This design comes from an exercise in tuning for small area, a short achievable clock period and few clock cycles per item on the open sky130 flow, not from production work. The RTL of this run was laid out without a check of its function.

==> design/flow/design.v <==
module bd_quant (
    input  wire       clk,
    input  wire       rst,           
    input  wire       cmd_valid,
    output wire       cmd_ready,
    input  wire [3:0] cmd_alg,       
    input  wire [7:0] cmd_thresh,    
    input  wire [7:0] cmd_msize,     
    input  wire       cmd_inv,
    input  wire [7:0] cmd_width,     
    input  wire [7:0] cmd_height,    
    input  wire       pix_valid,
    output wire       pix_ready,
    input  wire [7:0] pix_r,
    input  wire [7:0] pix_g,
    input  wire [7:0] pix_b,
    output wire       out_valid,
    input  wire       out_ready,
    output wire       out_bit
);
    localparam RING = 240;
    reg        busy;
    reg        is_ed, is_bay;
    reg        k_fs, k_atk, k_jjn, k_stu, k_bur, k_sie, k_sl;
    reg [7:0]  thresh;
    reg [1:0]  nlog;
    reg        inv;
    reg [7:0]  wm1, hm1;         
    assign cmd_ready = !busy;
    wire accept = cmd_valid && !busy;
    reg        pr;               
    reg        s0v;
    reg [7:0]  s0r, s0g, s0b;
    reg [7:0]  xp, yp;           
    reg        all_in;
    reg        first;            
    reg [7:0]  hc;               
    assign pix_ready = pr;
    wire pix_fire = pix_valid && pr;
    reg [1:0]  fc;
    reg        ov;
    reg [2:0]  fb;
    assign out_valid = ov;
    assign out_bit   = fb[0];
    wire pop = ov && out_ready;
    reg        ve, vw;
    wire       credit = ({1'b0, fc} + {2'b0, ve}) <= 3'd2;
    wire       slot   = !is_ed || first || (hc == xp);
    wire       take   = s0v && credit && slot;
    wire       x_last = (xp == wm1);
    wire       y_last = (yp == hm1);
    wire [7:0] xp_n = !take ? xp : (x_last ? 8'd0 : xp + 8'd1);
    wire [7:0] yp_n = !take ? yp : (x_last ? yp + 8'd1 : yp);
    wire [7:0] hc_n = (take && first) ? 8'd1 : (hc == RING - 1) ? 8'd0 : hc + 8'd1;
    wire       first_n = first && !take;
    wire       s0v_n = pix_fire || (s0v && !take);
    wire [2:0] fc_n  = {1'b0, fc} + {2'b0, ve} - {2'b0, pop};
    wire       credit_n = (fc_n + {2'b0, take}) <= 3'd2;
    wire       slot_n = !is_ed || first_n || (hc_n == xp_n);
    wire       all_in_n = all_in || (pix_fire && (xp_n == wm1) && (yp_n == hm1));
    reg  [18:0] ra1 [0:RING-1];      
    reg  [17:0] ra2 [0:RING-1];      
    wire [17:0] lum = 18'd299 * s0r + 18'd587 * s0g + 18'd114 * s0b;
    wire signed [19:0] up = (yp == 8'd0) ? 20'sd0 : {ra1[0][18], ra1[0]};
    wire signed [19:0] cval = $signed({2'b00, lum}) + up;
    function [1:0] b2;
        input r, c;
        begin
            case ({r, c})
                2'b00: b2 = 2'd0;
                2'b01: b2 = 2'd2;
                2'b10: b2 = 2'd3;
                default: b2 = 2'd1;
            endcase
        end
    endfunction
    reg [5:0] m6;    
    always @* begin
        case (nlog)
            2'd1:    m6 = {b2(yp[0], xp[0]), 4'd0};
            2'd2:    m6 = {b2(yp[0], xp[0]), b2(yp[1], xp[1]), 2'd0};
            default: m6 = {b2(yp[0], xp[0]), b2(yp[1], xp[1]), b2(yp[2], xp[2])};
        endcase
    end
    wire [17:0] boff = 18'd3984 * m6 + ((6'd3 * m6) >> 3);
    wire [17:0] k0   = 18'd1000 * thresh;
    wire [18:0] k15  = {1'b0, k0} + {2'b0, k0[17:1]};      
    wire        d_bay  = ({1'b0, lum} + {1'b0, boff}) >= k15;
    wire        d_flat = lum > 18'd102000;
    wire        d_fb   = is_bay ? d_bay : d_flat;
    reg signed [19:0] ce;
    reg        dfe, xg1e, xg2e, y0e, xle, lste;
    reg signed [16:0] q1, q2;        
    reg        [5:0]  r1, r2;
    function signed [18:0] share;
        input signed [16:0] q;
        input [5:0] r;
        input [3:0] n;
        input [2:0] kd;      
        reg [9:0] nr;
        reg [3:0] f;
        begin
            nr = n * r;
            case (kd)
                3'd0: f = nr[7:4];
                3'd1: f = nr[6:3];
                3'd2: f = nr / 48;
                3'd3: f = nr / 42;
                3'd4: f = nr[8:5];
                default: f = nr[5:2];
            endcase
            share = q * $signed({1'b0, n}) + $signed({15'd0, f});
        end
    endfunction
    wire [2:0] kd = k_fs ? 3'd0 : k_atk ? 3'd1 : k_jjn ? 3'd2 : k_stu ? 3'd3 :
                    (k_bur || k_sie) ? 3'd4 : 3'd5;
    wire [3:0] na = k_fs ? 4'd7 : k_atk ? 4'd1 : k_jjn ? 4'd7 : k_stu ? 4'd8 :
                    k_bur ? 4'd8 : k_sie ? 4'd5 : 4'd2;
    wire [3:0] nb = k_fs ? 4'd0 : k_atk ? 4'd1 : k_jjn ? 4'd5 : k_stu ? 4'd4 :
                    k_bur ? 4'd4 : k_sie ? 4'd3 : 4'd0;
    wire signed [18:0] sa = xg1e ? share(q1, r1, na, kd) : 19'sd0;
    wire signed [18:0] sb = xg2e ? share(q2, r2, nb, kd) : 19'sd0;
    wire signed [19:0] wv = ce + sa + sb;
    wire        d_ed = wv >= $signed({2'b00, k0});
    wire signed [18:0] ev = d_ed ? wv - 20'sd255000 : wv;
    wire signed [15:0] e16 = {ev[18], ev[18:4]};
    wire [15:0] uj = e16 + 16'sd16384 * 3;
    wire [32:0] pj = uj * 17'd43691;
    wire [14:0] qj = pj[31:17];
    wire [1:0]  r3 = uj[1:0] + qj[1:0];
    wire signed [18:0] e2 = {ev[18], ev[18:1]};
    wire [18:0] us = e2 + 19'sd172032;
    wire [42:0] ps = us * 24'd798916;
    wire [13:0] qs = ps[37:24];
    wire [4:0]  r21 = us[4:0] + 5'd11 * qs[4:0];
    reg signed [16:0] qn;
    reg        [5:0]  rn;
    always @* begin
        if (k_fs)       begin qn = {{2{ev[18]}}, ev[18:4]}; rn = {2'b0, ev[3:0]}; end
        else if (k_atk) begin qn = {ev[18], ev[18:3]};      rn = {3'b0, ev[2:0]}; end
        else if (k_jjn) begin qn = $signed({2'b0, qj}) - 17'sd16384; rn = {r3, ev[3:0]}; end
        else if (k_stu) begin qn = $signed({3'b0, qs}) - 17'sd8192;  rn = {r21, ev[0]}; end
        else if (k_bur || k_sie) begin qn = {{3{ev[18]}}, ev[18:5]}; rn = {1'b0, ev[4:0]}; end
        else            begin qn = ev[18:2];                rn = {4'b0, ev[1:0]}; end
    end
    wire dbit = (is_ed ? d_ed : dfe) ^ inv;
    reg        xg1w, xg2w, y0w, xlw, lstw;
    function [3:0] tw;
        input [3:0] t;       
        input fs, atk, jjn, stu, bur, sie;
        begin
            tw = 4'd0;
            case (t)
                4'd0: tw = (jjn) ? 4'd3 : (stu || bur || sie) ? 4'd2 : 4'd0;
                4'd1: tw = fs ? 4'd3 : atk ? 4'd1 : jjn ? 4'd5 : (stu || bur || sie) ? 4'd4 : 4'd1;
                4'd2: tw = fs ? 4'd5 : atk ? 4'd1 : jjn ? 4'd7 : (stu || bur) ? 4'd8 : sie ? 4'd5 : 4'd1;
                4'd3: tw = fs ? 4'd1 : atk ? 4'd1 : jjn ? 4'd5 : (stu || bur || sie) ? 4'd4 : 4'd0;
                4'd4: tw = (jjn) ? 4'd3 : (stu || bur || sie) ? 4'd2 : 4'd0;
                4'd5: tw = (jjn || stu) ? 4'd1 : 4'd0;
                4'd6: tw = jjn ? 4'd3 : (stu || sie) ? 4'd2 : 4'd0;
                4'd7: tw = atk ? 4'd1 : jjn ? 4'd5 : stu ? 4'd4 : sie ? 4'd3 : 4'd0;
                4'd8: tw = jjn ? 4'd3 : (stu || sie) ? 4'd2 : 4'd0;
                4'd9: tw = (jjn || stu) ? 4'd1 : 4'd0;
                default: tw = 4'd0;
            endcase
        end
    endfunction
    wire signed [18:0] s1m2 = share(q1, r1, tw(4'd0, k_fs, k_atk, k_jjn, k_stu, k_bur, k_sie), kd);
    wire signed [18:0] s1m1 = share(q1, r1, tw(4'd1, k_fs, k_atk, k_jjn, k_stu, k_bur, k_sie), kd);
    wire signed [18:0] s1z  = share(q1, r1, tw(4'd2, k_fs, k_atk, k_jjn, k_stu, k_bur, k_sie), kd);
    wire signed [18:0] s1p1 = share(q1, r1, tw(4'd3, k_fs, k_atk, k_jjn, k_stu, k_bur, k_sie), kd);
    wire signed [18:0] s1p2 = share(q1, r1, tw(4'd4, k_fs, k_atk, k_jjn, k_stu, k_bur, k_sie), kd);
    wire signed [18:0] s2m2 = share(q1, r1, tw(4'd5, k_fs, k_atk, k_jjn, k_stu, k_bur, k_sie), kd);
    wire signed [18:0] s2m1 = share(q1, r1, tw(4'd6, k_fs, k_atk, k_jjn, k_stu, k_bur, k_sie), kd);
    wire signed [18:0] s2z  = share(q1, r1, tw(4'd7, k_fs, k_atk, k_jjn, k_stu, k_bur, k_sie), kd);
    wire signed [18:0] s2p1 = share(q1, r1, tw(4'd8, k_fs, k_atk, k_jjn, k_stu, k_bur, k_sie), kd);
    wire signed [18:0] s2p2 = share(q1, r1, tw(4'd9, k_fs, k_atk, k_jjn, k_stu, k_bur, k_sie), kd);
    reg signed [18:0] p1a, p1b;
    reg signed [17:0] p2a, p2b;
    wire signed [18:0] a2z  = y0w ? 19'sd0 : {ra2[2][17], ra2[2]};
    wire [18:0] n1_x  = a2z + s1z + p1a;
    wire [17:0] n2_x  = s2z + p2a;
    wire [18:0] n1_m1 = ra1[3] + (vw && xg1w ? s1m1 : 19'sd0);
    wire [17:0] n2_m1 = ra2[3] + (vw && xg1w ? s2m1[17:0] : 18'sd0);
    wire [18:0] n1_m2 = ra1[4] + (vw && xg2w ? s1m2 : 19'sd0);
    wire [17:0] n2_m2 = ra2[4] + (vw && xg2w ? s2m2[17:0] : 18'sd0);
    integer i;
    always @(posedge clk) begin
        for (i = 1; i < RING; i = i + 1) begin
            ra1[i] <= ra1[i-1];
            ra2[i] <= ra2[i-1];
        end
        ra1[0] <= ra1[RING-1];
        ra2[0] <= ra2[RING-1];
        if (vw) begin
            ra1[3] <= n1_x;
            ra2[3] <= n2_x;
        end
        ra1[4] <= n1_m1;
        ra2[4] <= n2_m1;
        ra1[5] <= n1_m2;
        ra2[5] <= n2_m2;
    end
    always @(posedge clk) begin
        if (rst) begin
            busy   <= 1'b0;
            pr     <= 1'b0;
            s0v    <= 1'b0;
            ve     <= 1'b0;
            vw     <= 1'b0;
            fc     <= 2'd0;
            ov     <= 1'b0;
            all_in <= 1'b0;
            first  <= 1'b0;
            p1a    <= 19'sd0;
            p1b    <= 19'sd0;
            p2a    <= 18'sd0;
            p2b    <= 18'sd0;
        end else begin
            if (accept) begin
                busy   <= 1'b1;
                is_ed  <= (cmd_alg == 4'd1) || (cmd_alg >= 4'd3 && cmd_alg <= 4'd8);
                is_bay <= (cmd_alg == 4'd2);
                k_fs   <= (cmd_alg == 4'd1);
                k_atk  <= (cmd_alg == 4'd3);
                k_jjn  <= (cmd_alg == 4'd4);
                k_stu  <= (cmd_alg == 4'd5);
                k_bur  <= (cmd_alg == 4'd6);
                k_sie  <= (cmd_alg == 4'd7);
                k_sl   <= (cmd_alg == 4'd8);
                thresh <= cmd_thresh;
                case (cmd_msize)
                    8'd2:    nlog <= 2'd1;
                    8'd8:    nlog <= 2'd3;
                    default: nlog <= 2'd2;
                endcase
                inv    <= cmd_inv;
                wm1    <= cmd_width - 8'd1;
                hm1    <= cmd_height - 8'd1;
                xp     <= 8'd0;
                yp     <= 8'd0;
                all_in <= 1'b0;
                first  <= 1'b1;
                pr     <= 1'b1;
                p1a    <= 19'sd0;
                p1b    <= 19'sd0;
                p2a    <= 18'sd0;
                p2b    <= 18'sd0;
            end else begin
                xp     <= xp_n;
                yp     <= yp_n;
                first  <= first_n;
                all_in <= all_in_n;
                pr     <= busy && !all_in_n && (!s0v_n || (credit_n && slot_n));
                if (vw && lstw) busy <= 1'b0;
                if (vw) begin
                    if (xlw) begin
                        p1a <= 19'sd0;
                        p1b <= 19'sd0;
                        p2a <= 18'sd0;
                        p2b <= 18'sd0;
                    end else begin
                        p1a <= p1b + s1p1;
                        p1b <= s1p2;
                        p2a <= p2b + s2p1[17:0];
                        p2b <= s2p2[17:0];
                    end
                end
            end
            hc  <= hc_n;
            s0v <= s0v_n;
            ve  <= take;
            vw  <= ve;
            fc  <= fc_n[1:0];
            ov  <= (fc_n != 3'd0);
            if (pop) begin
                fb[0] <= fb[1];
                fb[1] <= fb[2];
            end
            if (ve) begin
                case (fc - {1'b0, pop})
                    2'd0: fb[0] <= dbit;
                    2'd1: fb[1] <= dbit;
                    default: fb[2] <= dbit;
                endcase
            end
        end
        if (pix_fire) begin
            s0r <= pix_r;
            s0g <= pix_g;
            s0b <= pix_b;
        end
        if (take) begin
            ce   <= cval;
            dfe  <= d_fb;
            xg1e <= (xp != 8'd0);
            xg2e <= (xp >= 8'd2);
            y0e  <= (yp == 8'd0);
            xle  <= x_last;
            lste <= x_last && y_last;
        end
        if (ve) begin
            q2   <= q1;
            r2   <= r1;
            q1   <= qn;
            r1   <= rn;
            xg1w <= xg1e;
            xg2w <= xg2e;
            y0w  <= y0e;
            xlw  <= xle;
            lstw <= lste;
        end
    end
endmodule
==> design/flow/run.sh <==
#!/bin/bash
# synth_recipe.tcl (not shown) runs the flow's synth.tcl, then flattens the netlist and writes it again
# the make line also repeats each setting of config.mk as NAME=value (left out here)
make -C /OpenROAD-flow-scripts/flow DESIGN_CONFIG=/design/flow/config.mk WORK_HOME=/design/flow/orfs CLKGATE_MAP_FILE= SYNTH_SCRIPT=/design/flow/synth_recipe.tcl finish
==> design/flow/config.mk <==
export PLATFORM = sky130hd
export DESIGN_NAME = bd_quant
export DESIGN_NICKNAME = bd_quant
export VERILOG_FILES = /design/flow/design.v
export SDC_FILE = /design/flow/constraint.sdc
export NUM_CORES = 8
export LEC_CHECK = 0
export CAP_MARGIN = 20
export CORE_MARGIN = 2
export CORE_UTILIZATION = 40
export SLEW_MARGIN = 20
export SYNTH_MEMORY_MAX_BITS = 16384
==> design/flow/constraint.sdc <==
create_clock -name core_clock -period 70.0 [get_ports {clk}]
set_input_delay 14.0000 -clock core_clock [delete_from_list [all_inputs] [get_ports {clk}]]
set_output_delay 14.0000 -clock core_clock [all_outputs]
set_load 0.01 [all_outputs]
==> run notes <==
[path summary, 6_finish.rpt]
check,from,endpoint,slack (ns)
setup / recovery,k_fs$_DFFE_PP_,r1[5]$_SDFFCE_PP0P_,43.04
hold / removal,ra1[31][6]$_DFF_P_,ra1[32][6]$_DFF_P_,0.20
setup reg to reg,k_fs$_DFFE_PP_,r1[5]$_SDFFCE_PP0P_,43.04
hold reg to reg,ra1[31][6]$_DFF_P_,ra1[32][6]$_DFF_P_,0.20
[stage by stage]
step           hold WS [ns]  setup WS [ns]
2_1_floorplan         0.310          46.60
5_1_grt               0.208          40.96
3_3_place_gp          0.310          42.29
6_report              0.203          43.04
3_5_place_dp          0.312          42.54
4_1_cts               0.180          42.44
[final cells by class]
type	instances	share of cell area
Antenna cell	15	0.000134
Clock buffer	1114	0.0825
Clock inverter	401	0.0204
Inverter	1332	0.0178
Multi-Input combinational cell	5794	0.182
Sequential cell	9127	0.656
Tap cell	8036	0.0358
Timing Repair Buffer	175	0.00529
[synth_stat cells (10+ instances only)]
cell type / n / share of area
a211o_1: 15 / 0.00055
a211oi_1: 45 / 0.0014
a21boi_0: 63 / 0.0020
a21o_1: 107 / 0.0033
a21oi_1: 404 / 0.0084
a221oi_1: 24 / 0.00087
a22oi_1: 28 / 0.00087
a31oi_1: 44 / 0.0011
and2_1: 377 / 0.0098
and3_1: 77 / 0.0020
buf_1: 14 / 0.00022
clkbuf_1: 176 / 0.0027
dfxtp_1: 8964 / 0.74
edfxtp_1: 163 / 0.020
fa_1: 507 / 0.042
ha_1: 1235 / 0.064
inv_1: 1331 / 0.021
mux2_2: 38 / 0.0018
mux2i_1: 43 / 0.0018
nand2_1: 369 / 0.0057
nand2b_1: 51 / 0.0013
nand3_1: 108 / 0.0022
nand3b_1: 23 / 0.00072
nand4_1: 33 / 0.00086
nor2_1: 482 / 0.0075
nor2b_1: 164 / 0.0043
nor3_1: 133 / 0.0028
nor3b_1: 15 / 0.00047
nor4_1: 34 / 0.00088
o211ai_1: 30 / 0.00093
o21a_1: 75 / 0.0023
o21ai_0: 312 / 0.0065
o21ai_1: 10 / 0.00021
o21bai_1: 53 / 0.0017
o221ai_1: 12 / 0.00044
o22ai_1: 18 / 0.00047
o2bb2ai_1: 16 / 0.00058
o311ai_0: 11 / 0.00040
o31a_1: 11 / 0.00040
o31ai_1: 32 / 0.0010
or2_2: 38 / 0.00099
or3_1: 39 / 0.0010
or4_1: 13 / 0.00040
xnor2_1: 380 / 0.014
xor2_1: 143 / 0.0052
[routing by layer]
layer  wire [um]  up-vias
li1            -    54600
met1      199000    52300
met2      174000     1819
met3       18200      711
met4       10900        4
met5          27        -
[kinds of logic (layout without fill, tap and decap cells)]
kind of cell | after synthesis | after routing | synth area share
multiplexers | 82 | 82 | 0.00365
other | 1 | 16 | 0.0000156
adder cells (fa/ha/maj) | 1743 | 1743 | 0.106
AND/OR/NAND/NOR | 2000 | 2000 | 0.0427
buffers and inverters | 1527 | 3022 | 0.0238
AO/OA/AOI/OAI | 1438 | 1438 | 0.0390
XOR/XNOR | 530 | 530 | 0.0196
flip-flops | 9127 | 9127 | 0.765
[worst max-delay path, delay by kind of cell (launching register included)]
family	cells	cell delay, ns
adders and majority gates	25	9.74
AOI/OAI and AO/OA	32	6.23
and+or+nand+nor	23	3.94
buffers and inverters	13	2.58
xor gates and xnor gates	9	2.09
muxes	5	1.68
DFF	1	0.33
[state kept, by name, indices dropped and copies added (netlist names), 2 cells and up]
register / cells
ra1: 4560
ra2: 4320
ce: 20
p1a: 19
p1b: 19
p2a: 18
p2b: 18
q1: 17
q2: 17
hc: 8
hm1: 8
s0b: 8
s0g: 8
s0r: 8
thresh: 8
wm1: 8
xp: 8
yp: 8
r1: 6
r2: 6
fb: 3
fc: 2
nlog: 2
==> results.json <==
{
  "status": "timing/DRC/antenna clean",
  "die-width_um": 780,
  "grt_pass1_wl_mm": 637,
  "cp.arrival_ns": 27.79,
  "syn_area_um2": 241000,
  "dpl.cell_count": 24500,
  "slew_headroom": 0.274,
  "clock_path_buffers": 4,
  "ant_nets": 0,
  "areaGrowthSynthToFinish_pct": 16.5,
  "portBuffers": 69,
  "min_period_over_period": 0.385,
  "num_rows": 285,
  "synth-seq-cells": 9127,
  "wl_per_cell_um": 15.5,
  "cts-root-buf": "clkbuf_16",
  "finalCriticalPeriod_ns": 26.96,
  "path_class": "flop to flop",
  "hold-path-cell-count": 0,
  "worst_pin_slew_ns": 1.09,
  "clk_latency_ns": 1.18,
  "netlist_instances": 16400,
  "grt_max_degree": 61,
  "synth-async-reset-ratio": 0,
  "crit_required_ns": 70.83,
  "multi_input_area_um2": 51000,
  "setup_viol": 0,
  "grt_use_total": 0.132,
  "route.detailed.drc": 0,
  "final-seq-area_um2": 184000,
  "fill_cells": 52300,
  "yosys_most_used_dff": "dfxtp_1",
  "startpoint_type": "flop",
  "max_stage_delay_ns": 0.70,
  "post_cts_buffers": 0,
  "via_count": 109000,
  "finalInstanceArea_um2": 281000,
  "clkSinkCount": 9127,
  "avgSynthCellArea_um2": 14.7,
  "io_pins": 70,
  "final_nets": 19100,
  "antenna_found_initial": 43,
  "worstRegToRegCells": 107,
  "core_area_um2": 601000,
  "rsz0062_at_grt": "false",
  "layout.cells.most_common": "dfxtp_1",
  "crit_top_cell": "ha_1",
  "cts.htree.levels": 6,
  "chipHeight_um": 780,
  "cts_resized": 0,
  "clk_pin_slew_ns": 0.07,
  "crit_path_top_delay_cell": "mux2i_2",
  "synth_cell_types": 111,
  "drtPass1Iterations": 6,
  "initial_core_util": 0.401,
  "fmax_ghz": 0.0371,
  "dieArea_um2": 609000,
  "hpwl_mm": 266,
  "drv_slew": 0,
  "skew_ns": 0.164,
  "drive_gt1_frac": 0.0913,
  "final_cell_mix": "dfxtp_1 (8962), inv_1 (1330), ha_1 (1235)",
  "worstPathMaxFanout": 42,
  "hold_viol": 0,
  "utilization": 0.467,
  "cts_tree": "yes",
  "first_global_vias": 112000,
  "vias_per_cell": 4.21,
  "drt_iter0_markers": 5177,
  "postCtsHoldBufs": 0,
  "yosysWarnings": 3,
  "endpoint_kind": "flop",
  "grt_use_met3": 0.0234,
  "layoutNonFillerInstCount": 26000,
  "gp_congestion": 0.829,
  "finalSetupTns_ns": 0,
  "min_path_type": "flop to flop",
  "wirelength_mm": 402,
  "numCtsBuffers": 812,
  "met1_usage": 0.188,
  "yosysSeqAreaShare": 0.765,
  "overflow": 0,
  "grt_busiest_layer": "met2",
  "dpl_cell_area_um2": 252000,
  "synth-edff-count": 163,
  "grtUsageMet2": 0.205,
  "synth_nets": 18300,
  "maxCapViolations": 0
}

-- what the ideal ports hide --
The results above use ideal ports. As a check the final layout listed here was re-extracted and re-timed, cells and wires unchanged.
Step 1: set_driving_cell puts a clkbuf_16 on clk and a buf_2 on each other input, an assumption about the parent block.
Step 2 moves the port delays by t, midway between the first and last clock arrival at a register: inputs arrive t later, outputs are due t later. That takes back most of the time a late clock gives input paths.
a / b / c = no drivers / after step 1 / after step 2; a / b = the first two.
t, ns: 1.220
slack for setup (ns): 43.043 / 43.043 / 43.043
worst setup path at the end: register to register
worst register clock-pin slew, ns: 0.08 / 0.08
After both steps this run still meets setup and hold. For this run, drivers alone change the setup slack by 0.000 ns; drivers and shift together by 0.000 ns.
